This is an optimization exercise on Yosys and OpenROAD, whose aim is small area, a short achievable clock period and few clock cycles per item, not a production implementation. Where RTL was checked, it was by simulation tests only, not by an equivalence proof against the original. No activity file was given, so power comes from the tool's default toggle rates.

## trial 37
==> flow/design.v <==
module inone_rx (
    input  wire        clk,
    input  wire        rst,           
    input  wire        cmd_valid,
    output wire        cmd_ready,
    input  wire [1:0]  cmd_op,
    input  wire [7:0]  cmd_byte,
    input  wire [31:0] now,           
    output wire        rearm,         
    output wire [5:0]  cursor,
    output wire        raw_ready,
    output wire        pkt_ready,
    output wire [2:0]  outcome,
    output wire [3:0]  lastlen,
    output wire [71:0] last_frame     
);
    localparam OP_APPEND = 2'd0;
    localparam OP_POLL   = 2'd1;
    localparam OP_GET    = 2'd2;
    localparam OC_OK     = 3'd1;
    localparam OC_MAN1   = 3'd2;
    localparam OC_FRM1   = 3'd3;
    localparam OC_LCLASS = 3'd4;
    localparam OC_MAN2   = 3'd5;
    localparam OC_FRM2   = 3'd6;
    localparam OC_CRC    = 3'd7;
    localparam [31:0] RESYNC_MS = 32'd600;
    localparam [7:0]  CRC_POLY  = 8'h8C;
    reg [5:0]  cursor_q;
    reg [31:0] lastact_q;
    reg        raw_ready_q;
    reg        pkt_ready_q;
    reg [2:0]  outcome_q;
    reg [3:0]  lastlen_q;
    reg [71:0] frame_q;
    reg        rearm_q;
    reg        wait_q;        
    reg [91:0] d;
    reg [15:0] e1;            
    reg [22:15] e2;           
    reg [4:0]  cnt;           
    reg [7:0]  crc;
    reg        done;
    reg        run;           
    assign cmd_ready  = ~wait_q;
    assign rearm      = rearm_q;
    assign cursor     = cursor_q;
    assign raw_ready  = raw_ready_q;
    assign pkt_ready  = pkt_ready_q;
    assign outcome    = outcome_q;
    assign lastlen    = lastlen_q;
    assign last_frame = frame_q;
    wire accept    = cmd_valid && !wait_q;
    wire do_append = accept && cmd_op == OP_APPEND;
    wire do_poll   = accept && cmd_op == OP_POLL;
    wire do_get    = accept && cmd_op == OP_GET;
    wire [3:0] bbit = {cmd_byte[1], cmd_byte[3], cmd_byte[5], cmd_byte[7]};
    wire [3:0] berr = {cmd_byte[1] ~^ cmd_byte[0], cmd_byte[3] ~^ cmd_byte[2],
                       cmd_byte[5] ~^ cmd_byte[4], cmd_byte[7] ~^ cmd_byte[6]};
    genvar k;
    generate
        for (k = 0; k < 23; k = k + 1) begin : g_store
            wire we = do_append && cursor_q == k;
            if (k == 0) begin : g_b0
                always @(posedge clk)
                    if (we) begin
                        d[3:2] <= bbit[3:2];
                        e1[0]  <= |berr[3:2];
                    end
            end else if (k < 15) begin : g_b1
                always @(posedge clk)
                    if (we) begin
                        d[4*k +: 4] <= bbit;
                        e1[k]       <= |berr;
                    end
            end else if (k == 15) begin : g_b15
                always @(posedge clk)
                    if (we) begin
                        d[63:60] <= bbit;
                        e1[15]   <= |berr[1:0];
                        e2[15]   <= |berr[3:2];
                    end
            end else begin : g_b2
                always @(posedge clk)
                    if (we) begin
                        d[4*k +: 4] <= bbit;
                        e2[k]       <= |berr;
                    end
            end
        end
    endgenerate
    wire [1:0] cls = {d[51], d[50]};              
    wire man1 = |e1;
    reg  frm1;
    reg  frm2;
    integer g;
    always @(*) begin
        frm1 = 1'b0;
        for (g = 0; g < 12; g = g + 1)
            if (!d[5*g + 2]) frm1 = 1'b1;
        frm2 = 1'b0;
        for (g = 0; g < 6; g = g + 1)
            if (!d[5*g + 62] && (cls[1] || (cls[0] && g < 2))) frm2 = 1'b1;
    end
    wire man2 = ((cls != 2'd0) && (|e2[17:15])) || (cls[1] && (|e2[22:18]));
    reg [2:0] oc;
    always @(*) begin
        if (man1)              oc = OC_MAN1;
        else if (frm1)         oc = OC_FRM1;
        else if (cls == 2'd3)  oc = OC_LCLASS;
        else if (man2)         oc = OC_MAN2;
        else if (frm2)         oc = OC_FRM2;
        else if (crc != 8'd0)  oc = OC_CRC;
        else                   oc = OC_OK;
    end
    wire ok = (oc == OC_OK);
    reg [71:0] fr;
    always @(*) begin
        for (g = 0; g < 18; g = g + 1)
            fr[4*g +: 4] = d[5*g + 3 +: 4];
        if (cls == 2'd0) fr[71:48] = 24'd0;
        if (cls != 2'd2) fr[71:56] = 16'd0;
    end
    wire [3:0] flen = cls[1] ? 4'd9 : cls[0] ? 4'd7 : 4'd6;
    reg  [3:0] nib;                               
    always @(posedge clk) nib <= fr[{cnt, 2'b00} +: 4];
    reg  [7:0] crc_nxt;
    integer q;
    always @(*) begin
        crc_nxt = crc;
        for (q = 0; q < 4; q = q + 1)
            crc_nxt = (crc_nxt >> 1) ^ ((crc_nxt[0] ^ nib[q]) ? CRC_POLY : 8'h00);
    end
    wire [4:0] last = cls[1] ? 5'd17 : cls[0] ? 5'd13 : 5'd11;
    wire restart = do_append && cursor_q <= 6'd22;
    always @(posedge clk) begin
        if (rst || restart) begin
            cnt  <= 5'd0;
            crc  <= 8'd0;
            run  <= 1'b0;
            done <= 1'b0;
        end else if (!done) begin
            cnt <= cnt + 5'd1;
            run <= 1'b1;
            if (run) crc <= crc_nxt;
            if (cnt == last + 5'd1) done <= 1'b1;
        end
    end
    function automatic le10;                      
        input [9:0] a, b;
        integer i;
        begin
            le10 = 1'b1;
            for (i = 0; i < 10; i = i + 1)
                le10 = (~a[i] & b[i]) | (~(a[i] ^ b[i]) & le10);
        end
    endfunction
    wire [9:0]  la_lo  = lastact_q[9:0];
    wire [21:0] la_hi  = lastact_q[31:10];
    wire [10:0] w_lo   = {1'b0, la_lo} + 11'd600;
    reg  [21:0] cy;
    integer ci;
    always @(*) begin
        cy[0] = 1'b1;
        for (ci = 1; ci < 22; ci = ci + 1)
            cy[ci] = cy[ci - 1] & la_hi[ci - 1];
    end
    wire [21:0] hx     = now[31:10] ^ la_hi;
    wire        bor    = !le10(la_lo, now[9:0]);           
    wire        le_w   = le10(now[9:0], w_lo[9:0]);
    wire        lo_ok  = bor ? (w_lo[10] && le_w) : (w_lo[10] || le_w);
    wire        hi_ok  = bor ? (hx == cy) : (hx == 22'd0);
    wire        recent = hi_ok && lo_ok;
    wire due    = (cursor_q != 6'd0) && !recent;
    wire commit = ((do_poll && raw_ready_q) || wait_q) && done;
    always @(posedge clk) begin
        if (do_append)
            lastact_q <= now;
    end
    always @(posedge clk) begin
        if (rst) begin
            cursor_q    <= 6'd0;
            raw_ready_q <= 1'b0;
            pkt_ready_q <= 1'b0;
            outcome_q   <= 3'd0;
            lastlen_q   <= 4'd0;
            frame_q     <= 72'd0;
            rearm_q     <= 1'b0;
            wait_q      <= 1'b0;
        end else begin
            rearm_q <= 1'b0;
            if (do_append) begin
                if (cursor_q == 6'd59) begin
                    cursor_q    <= 6'd0;
                    raw_ready_q <= 1'b1;
                    rearm_q     <= 1'b1;
                end else begin
                    cursor_q <= cursor_q + 6'd1;
                end
            end
            if (do_poll) begin
                if (due) begin
                    cursor_q <= 6'd0;
                    rearm_q  <= 1'b1;
                end
                if (raw_ready_q) begin
                    raw_ready_q <= 1'b0;
                    if (!done) wait_q <= 1'b1;
                end
            end
            if (do_get)
                pkt_ready_q <= 1'b0;
            if (commit) begin
                wait_q    <= 1'b0;
                outcome_q <= oc;
                if (ok) begin
                    frame_q     <= fr;
                    lastlen_q   <= flen;
                    pkt_ready_q <= 1'b1;
                end
            end
        end
    end
endmodule
Settings: LEC_CHECK=0, CAP_MARGIN=20, CORE_MARGIN=2, CORE_UTILIZATION=40, SLEW_MARGIN=20; clock period 10.0 ns.
run.sh (not shown) runs the stock make flow with config.mk's settings and CLKGATE_MAP_FILE= SYNTH_SCRIPT=/design/flow/synth_recipe.tcl, a recipe that flattens the netlist after the stock synthesis.
Edits applied to the flow inputs when going from trial 37 to trial 56:
--- a/flow/design.v
+++ b/flow/design.v
@@ -147,29 +147,8 @@
         end
     end
-    function automatic le10;                      
-        input [9:0] a, b;
-        integer i;
-        begin
-            le10 = 1'b1;
-            for (i = 0; i < 10; i = i + 1)
-                le10 = (~a[i] & b[i]) | (~(a[i] ^ b[i]) & le10);
-        end
-    endfunction
-    wire [9:0]  la_lo  = lastact_q[9:0];
-    wire [21:0] la_hi  = lastact_q[31:10];
-    wire [10:0] w_lo   = {1'b0, la_lo} + 11'd600;
-    reg  [21:0] cy;
-    integer ci;
-    always @(*) begin
-        cy[0] = 1'b1;
-        for (ci = 1; ci < 22; ci = ci + 1)
-            cy[ci] = cy[ci - 1] & la_hi[ci - 1];
-    end
-    wire [21:0] hx     = now[31:10] ^ la_hi;
-    wire        bor    = !le10(la_lo, now[9:0]);           
-    wire        le_w   = le10(now[9:0], w_lo[9:0]);
-    wire        lo_ok  = bor ? (w_lo[10] && le_w) : (w_lo[10] || le_w);
-    wire        hi_ok  = bor ? (hx == cy) : (hx == 22'd0);
-    wire        recent = hi_ok && lo_ok;
+    wire [10:0] dlo    = {1'b0, now[9:0]} - {1'b0, lastact_q[9:0]};
+    wire [21:0] la_hi1 = lastact_q[31:10] + 22'd1;
+    wire        hi_eq  = dlo[10] ? (now[31:10] == la_hi1) : (now[31:10] == lastact_q[31:10]);
+    wire        recent = hi_eq && (dlo[9:0] <= RESYNC_MS[9:0]);
     wire due    = (cursor_q != 6'd0) && !recent;
     wire commit = ((do_poll && raw_ready_q) || wait_q) && done;
## What came out
Taking trial 37 as the reference, in trial 56 total power consumption of the routed design shows an increase of 0.10 mW, max-slew headroom at the worst pin shows an increase of 1.0 points, critical path depth shows an increase of 4, total wire length after detailed routing shows a reduction of about 0.43%, proportion of synthesized area in mux cells shows no meaningful change. Taking trial 37 as the reference, in trial 56 total power density per cell area has increased, final critical path time including I/O delays and setup picked up an extra 1.30 ns, count of clock buffers in the final design increased about 30%.
Function was not checked in any run of this note: the RTL went through the layout flow alone.

========
Setup of branch delta:
Starts from the design.v that is shown in full above.
==> flow/config.mk <==
export PLATFORM = sky130hd
export DESIGN_NAME = inone_rx
export DESIGN_NICKNAME = inone_rx
export VERILOG_FILES = /design/flow/design.v
export SDC_FILE = /design/flow/constraint.sdc
export NUM_CORES = 4
export LEC_CHECK = 0
export CAP_MARGIN = 20
export CORE_MARGIN = 2
export CORE_UTILIZATION = 40
export SETUP_SLACK_MARGIN = 5
export SLEW_MARGIN = 20
==> flow/constraint.sdc <==
create_clock -name core_clock -period 10.0 [get_ports {clk}]
set_input_delay 2.0000 -clock core_clock [delete_from_list [all_inputs] [get_ports {clk}]]
set_output_delay 2.0000 -clock core_clock [all_outputs]
set_load 0.01 [all_outputs]
Inputs modified between branch delta and branch pepper:
--- a/flow/design.v
+++ b/flow/design.v
@@ -144,35 +144,14 @@
             run <= 1'b1;
             if (run) crc <= crc_nxt;
             if (cnt == last + 5'd1) done <= 1'b1;
         end
     end
-    function automatic le10;                      
-        input [9:0] a, b;
-        integer i;
-        begin
-            le10 = 1'b1;
-            for (i = 0; i < 10; i = i + 1)
-                le10 = (~a[i] & b[i]) | (~(a[i] ^ b[i]) & le10);
-        end
-    endfunction
-    wire [9:0]  la_lo  = lastact_q[9:0];
-    wire [21:0] la_hi  = lastact_q[31:10];
-    wire [10:0] w_lo   = {1'b0, la_lo} + 11'd600;
-    reg  [21:0] cy;
-    integer ci;
-    always @(*) begin
-        cy[0] = 1'b1;
-        for (ci = 1; ci < 22; ci = ci + 1)
-            cy[ci] = cy[ci - 1] & la_hi[ci - 1];
-    end
-    wire [21:0] hx     = now[31:10] ^ la_hi;
-    wire        bor    = !le10(la_lo, now[9:0]);           
-    wire        le_w   = le10(now[9:0], w_lo[9:0]);
-    wire        lo_ok  = bor ? (w_lo[10] && le_w) : (w_lo[10] || le_w);
-    wire        hi_ok  = bor ? (hx == cy) : (hx == 22'd0);
-    wire        recent = hi_ok && lo_ok;
+    wire [10:0] dlo    = {1'b0, now[9:0]} - {1'b0, lastact_q[9:0]};
+    wire [21:0] la_hi1 = lastact_q[31:10] + 22'd1;
+    wire        hi_eq  = dlo[10] ? (now[31:10] == la_hi1) : (now[31:10] == lastact_q[31:10]);
+    wire        recent = hi_eq && (dlo[9:0] <= RESYNC_MS[9:0]);
     wire due    = (cursor_q != 6'd0) && !recent;
     wire commit = ((do_poll && raw_ready_q) || wait_q) && done;
     always @(posedge clk) begin
         if (do_append)
             lastact_q <= now;
### Flow results
Comparing branch delta and branch pepper, the higher relative area change from synthesis to final layout is on branch pepper.
The global-route wire length before repair reported for branch pepper is greater than that of branch delta by 3.6%.
Taking branch delta as the reference, in branch pepper maximum number of pins on one net before global-route repair saw a decrease, combinational power share climbed 0.2 points, quantity of gates resized following cts rose 4, total length of routed met3 wires dropped about 5%.
Delta (branch pepper minus branch delta): number of instances in the synthesized netlist saw an increase, final RePlAce weighted congestion saw an increase.
Sequential share of layout area delta for branch pepper relative to branch delta: 0.98 points lower
Taking branch delta as the reference point, the static leakage power of branch pepper rises by 0.029 nW.
Against branch delta, maximum frequency from static timing analysis in branch pepper came out worse.
No functional check of the RTL was part of any run of this note.

========
Setup of run H:
inone_rx, a different RTL version from the one above (not shown whole).
Size in the first run: roughly 130 I/O pins, about 11000 sq um of cells after synthesis.
Settings: LEC_CHECK=0, CAP_MARGIN=20, CORE_MARGIN=2, CORE_UTILIZATION=40, CTS_BUF_LIST=sky130_fd_sc_hd__clkbuf_8, CTS_CLUSTER_DIAMETER=60, CTS_CLUSTER_SIZE=14, SLEW_MARGIN=20; clock period 10.0 ns.
standard.sh (not shown) runs the stock make flow with config.mk's settings and CLKGATE_MAP_FILE= SYNTH_SCRIPT=/design/flow/synth_recipe.tcl, a recipe that flattens the netlist after the stock synthesis.
==> flow/flow/run.sh <==
#!/bin/bash
# The standard layout (standard.sh), with the port buffers made as
# sky130_fd_sc_hd__buf_1 instead of the cell buffer_ports picks by itself.
set -euo pipefail
export BUFFER_PORTS_ARGS="-buffer_cell sky130_fd_sc_hd__buf_1"
export SETUP_SLACK_MARGIN=6.8
bash standard.sh > standard.log 2>&1
Run H: full flow OK, the timing, design-rule and antenna checks passed
Testbench counts of run H, summed over its fixed seeds: cycles 15,779, blocks 256.
Here is what was changed in the inputs of run G compared with run H.
--- a/flow/design.v
+++ b/flow/design.v
@@ -27,42 +27,43 @@
     localparam [31:0] RESYNC_MS = 32'd600;
     localparam [7:0]  CRC_POLY  = 8'h8C;
     reg [5:0]  cursor_q;
     reg [31:0] lastact_q;
     reg        raw_ready_q;
     reg        pkt_ready_q;
     reg [2:0]  outcome_q;
     reg [3:0]  lastlen_q;
     reg [71:0] frame_q;
     reg        rearm_q;
     reg        wait_q;        
     reg        tmo_q;         
+    reg        ready_q;       
     reg [91:0] d;
     reg [15:0] e1;            
     reg [22:15] e2;           
     reg [4:0]  cnt;           
     reg [7:0]  crc;
     reg        done;
     reg        done2;         
     reg        ok_q;
     reg        run;           
-    assign cmd_ready  = ~(wait_q | tmo_q);
+    assign cmd_ready  = ready_q;
     assign rearm      = rearm_q;
     assign cursor     = cursor_q;
     assign raw_ready  = raw_ready_q;
     assign pkt_ready  = pkt_ready_q;
     assign outcome    = outcome_q;
     assign lastlen    = lastlen_q;
     assign last_frame = frame_q;
-    wire accept    = cmd_valid && !wait_q && !tmo_q;
+    wire accept    = cmd_valid && ready_q;
     wire do_append = accept && cmd_op == OP_APPEND;
     wire do_poll   = accept && cmd_op == OP_POLL;
     wire do_get    = accept && cmd_op == OP_GET;
     reg  [3:0] st_bit;        
     reg  [1:0] st_err;        
     reg        pend_q;        
     always @(posedge clk) begin
         st_bit    <= {cmd_byte[1], cmd_byte[3], cmd_byte[5], cmd_byte[7]};
         st_err[0] <= (cmd_byte[7] ~^ cmd_byte[6]) | (cmd_byte[5] ~^ cmd_byte[4]);
         st_err[1] <= (cmd_byte[3] ~^ cmd_byte[2]) | (cmd_byte[1] ~^ cmd_byte[0]);
         pend_q    <= !rst && do_append && cursor_q <= 6'd22;
     end
@@ -178,49 +179,60 @@
     reg         hi0_q, hi1_q;                           
     reg         bor_q, lew_q;                           
     always @(posedge clk) begin
         hi0_q <= (hx == 22'd0);
         hi1_q <= (hx == cy);
         bor_q <= !le10(la_lo, now[9:0]);
         lew_q <= le10(now[9:0], w_lo[9:0]);
     end
     wire        lo_ok  = bor_q ? (w_lo[10] && lew_q) : (w_lo[10] || lew_q);
     wire        hi_ok  = bor_q ? hi1_q : hi0_q;
     wire        recent = hi_ok && lo_ok;
     wire commit = ((do_poll && raw_ready_q) || wait_q) && rdy;
-    wire pre_ok  = !wait_q && !tmo_q && raw_ready_q && rdy && ok_q;
+    reg  pre_q;               
+    wire pre_ok  = pre_q;
     wire late_ok = wait_q && rdy && ok_q;
     wire is_poll = cmd_valid && !cmd_op[1] && cmd_op[0];
     wire fen     = (is_poll && pre_ok) || late_ok;
     always @(posedge clk) begin
         if (rst) begin
             frame_q[47:0] <= 48'd0;
             lastlen_q     <= 4'd0;
         end else if (fen) begin
             frame_q[47:0] <= fr[47:0];
             lastlen_q     <= flen;
         end
         if (rst || (fen && cls == 2'd0))
             frame_q[55:48] <= 8'd0;
         else if (fen)
             frame_q[55:48] <= fr[55:48];
         if (rst || (fen && cls != 2'd2))
             frame_q[71:56] <= 16'd0;
         else if (fen)
             frame_q[71:56] <= fr[71:56];
     end
     always @(posedge clk) begin
         if (do_append)
             lastact_q <= now;
     end
+    wire tmo_d  = do_poll && cursor_q != 6'd0;
+    wire wait_d = ((do_poll && raw_ready_q) || wait_q) && !rdy;
+    always @(posedge clk)
+        ready_q <= rst || !(tmo_d || wait_d);
+    wire raw_d   = !rst && ((do_append && cursor_q == 6'd59) ||
+                            (raw_ready_q && !do_poll));
+    wire done2_d = done && !rst && !restart;
+    wire pend_d  = !rst && do_append && cursor_q <= 6'd22;
+    always @(posedge clk)
+        pre_q <= !(tmo_d || wait_d) && raw_d && done2_d && !pend_d && ok;
     always @(posedge clk) begin
         if (rst) begin
             cursor_q    <= 6'd0;
             raw_ready_q <= 1'b0;
             pkt_ready_q <= 1'b0;
             outcome_q   <= 3'd0;
             rearm_q     <= 1'b0;
             wait_q      <= 1'b0;
             tmo_q       <= 1'b0;
         end else begin
             rearm_q <= 1'b0;
             if (do_append) begin
Max area added between synthesis and finish across run G and run H: run G. In run G the final area turned out 210 sq um higher than in run H. Delta (run G minus run H): least setup slack across all paths after layout went up by 38 ps, count of vias placed by the detailed router went up by 164. [compare] base=run H new=run G: share of total power consumed by net switching decreased 0.96 points; multi-input logic area shows an increase of about 2%; critical path depth decreased 1.
Testbench counts of run G, summed over its fixed seeds: cycles 15,779, blocks 256.

## port drivers added, routing unchanged
The results above use ideal ports. As a check the final layouts listed here were re-extracted and re-timed, cells and wires unchanged. Step 1, drivers: a clkbuf_16 drives clk and a buf_2 each remaining input, both assumed. Step 2, shift: input delay + t, output delay - t, t = (earliest + latest rising clock arrival at the registers) / 2. This alone moves slack from input paths to output paths. Slacks: no drivers / after step 1 / after step 2; pairs: no drivers / after step 1.
run	t (ns)	slack for setup (ns)	worst setup path after step 2	clock arrival spread, ns	slew at the worst register clock pin (ns)
trial 37	0.573	5.623 / 5.636 / 5.063	input to register	0.014 / 0.013	0.06 / 0.06
trial 56	0.581	4.325 / 4.353 / 3.772	input to register	0.012 / 0.012	0.06 / 0.06
branch delta	0.575	5.494 / 5.512 / 4.937	input to register	0.013 / 0.013	0.06 / 0.06
branch pepper	0.575	5.120 / 5.147 / 4.572	input to register	0.026 / 0.026	0.06 / 0.06
run H	0.609	6.814 / 6.773 / 6.331	input to register	0.064 / 0.064	0.10 / 0.10
run G	0.611	6.851 / 6.809 / 6.371	input to register	0.046 / 0.045	0.10 / 0.10
After both steps every run listed still meets setup and hold. For trial 37, which loses most, drivers alone change the setup slack by +0.013 ns; drivers and shift together by -0.560 ns.
